What follows belongs to an exercise in optimizing a design on an open flow for small area, a short achievable clock period and few clock cycles per item; a production flow would make more cautious choices.
The RTL was checked by simulation tests, not by an equivalence proof against the original design.

## hw2core
module hw2core (
    input  wire        clk,
    input  wire        rst,      
    input  wire        start,
    input  wire [2:0]  op,
    input  wire [31:0] a,
    input  wire [31:0] b,
    output wire        busy,
    output wire        done,
    output wire [31:0] r0,
    output wire [31:0] r1
);
For scale: ~170 flip-flops.
==> flow/config.mk <==
export PLATFORM = sky130hd
export DESIGN_NAME = hw2core
export DESIGN_NICKNAME = hw2core
export VERILOG_FILES = /design/flow/design.v
export SDC_FILE = /design/flow/constraint.sdc
export NUM_CORES = 4
export LEC_CHECK = 0
export ABC_AREA = 1
export CAP_MARGIN = 20
export CORE_MARGIN = 2
export CORE_UTILIZATION = 40
export SETUP_SLACK_MARGIN = 4.6
export SLEW_MARGIN = 20
export TNS_END_PERCENT = 0
==> flow/constraint.sdc <==
create_clock -name core_clock -period 10.0 [get_ports {clk}]
set_input_delay 2.0000 -clock core_clock [delete_from_list [all_inputs] [get_ports {clk}]]
set_output_delay 2.0000 -clock core_clock [all_outputs]
set_load 0.01 [all_outputs]
run.sh (not shown) runs the stock make flow with config.mk's settings and CLKGATE_MAP_FILE= SYNTH_SCRIPT=/design/flow/synth_recipe.tcl, a recipe that flattens the netlist after the stock synthesis.
The starting point passed the timing, DRC and antenna checks.
Testbench counts at the start, summed over its fixed seeds: cycles 4,229, items 960.
Then changed:
- SETUP_SLACK_MARGIN: 4.6 -> 3.8
After rerunning: Final area hardly moves; clock-buffer cell count is lower by 1; fmax is lower by 0.32%; critical path depth is higher by 2; synthesized area is unchanged; worst hold slack hardly moves.
Then changed:
- SETUP_SLACK_MARGIN: 3.8 -> 4.5
- TNS_END_PERCENT: 0 -> not set
Clock-buffer cell count is unchanged.
Via count is higher by about 7%.
Routed wire length came out higher by 10%.
Core utilization went up by 8.1 points.
Hold slack gets better by 0.010 ns.
Setup slack improved by 0.094 ns.
First-iteration DRC count rises by about 13%.
Final cell count increases by about 4.5%.
Then changed:
- SETUP_SLACK_MARGIN: 4.5 -> 5
- TNS_END_PERCENT: not set -> 5
Outcome: The new run went through all stages and came out clean. Fmax rises slightly. Worst setup slack improves by 0.042 ns. Cell count falls by a few percent. Cell area falls by roughly a tenth. Utilization falls by 6.2 points. Critical path depth falls by 4. Global-route usage falls by 1.6 points.
Then changed:
- SETUP_SLACK_MARGIN: 5 -> 4.2
- TNS_END_PERCENT: 5 -> 0
Effect: Register-to-register slack got worse by 0.12 ns. Wire length drops by 2.4%. Clock skew came out lower by 0.0070 ns. Clock-buffer cell count is unchanged.

== v6 ==
Starting RTL as in the previous note.
Settings: LEC_CHECK=0, ABC_AREA=1, CAP_MARGIN=20, CORE_MARGIN=2, CORE_UTILIZATION=40, PLACE_DENSITY=0.75, SETUP_SLACK_MARGIN=4, SLEW_MARGIN=20, TNS_END_PERCENT=5; clock period 10.0 ns.
In summary, v6 completed successfully, with a layout that passed the timing, DRC and antenna checks.
Testbench counts of v6, summed over its fixed seeds: cycles 4,229, items 960.
Relative to v6, the following input files were edited for v7:
# v6
export LEC_CHECK = 0
export ABC_AREA = 1
export CAP_MARGIN = 20
export CORE_MARGIN = 2
export CORE_UTILIZATION = 40
export PLACE_DENSITY = 0.75
export SETUP_SLACK_MARGIN = 4
export SLEW_MARGIN = 20
export TNS_END_PERCENT = 5
create_clock -name core_clock -period 10.0 [get_ports {clk}]
# v7
export LEC_CHECK = 0
export ABC_AREA = 1
export CAP_MARGIN = 20
export CORE_MARGIN = 2
export CORE_UTILIZATION = 45
export PLACE_DENSITY = 0.65
export SETUP_SLACK_MARGIN = 5
export SLEW_MARGIN = 20
export TNS_END_PERCENT = 5
create_clock -name core_clock -period 10.0 [get_ports {clk}]
Notes after the runs:
Worst hold slack, v7 and v6: lower on v6. The run showing the smaller layout overhead on the synthesized area is v7. v7: no failed stages, no open violations at the end. [compare] base=v6 new=v7: wire length increased about 0.34%, number of inserted filler cells in the final layout decreased 11%, number of cells on the worst reg-to-reg path increased 3, critical path depth increased about 13%.

separate check: timing with driven ports:
In the flow no input, the clock included, has a driving cell. The finished layouts below were timed again as built, in two steps. Step 1 assumes that a clkbuf_16 drives the clock port and a buf_2 every other input. Step 2, shift: input delay + t, output delay - t, t = (earliest + latest rising clock arrival at the registers) / 2. This alone moves slack from input paths to output paths. Three values: ideal ports, drivers, drivers and shift; two values: the first two.
run	t (ns)	slack for setup (ns)	worst setup path at the end	latest minus earliest clock arrival (ns)
the first run of note 1	0.559	3.541 / 3.541 / 3.117	input to register	0.018 / 0.018
the second run of note 1	0.534	3.520 / 3.520 / 3.125	input to register	0.015 / 0.015
the third run of note 1	0.572	3.614 / 3.614 / 3.242	input to register	0.027 / 0.028
the fourth run of note 1	0.530	3.656 / 3.656 / 3.255	input to register	0.025 / 0.025
the fifth run of note 1	0.559	3.541 / 3.541 / 3.117	input to register	0.018 / 0.018
v6	0.530	3.579 / 3.579 / 3.278	input to register	0.016 / 0.016
v7	0.563	3.504 / 3.504 / 3.138	input to register	0.020 / 0.020
After both steps every run listed still meets setup and hold.
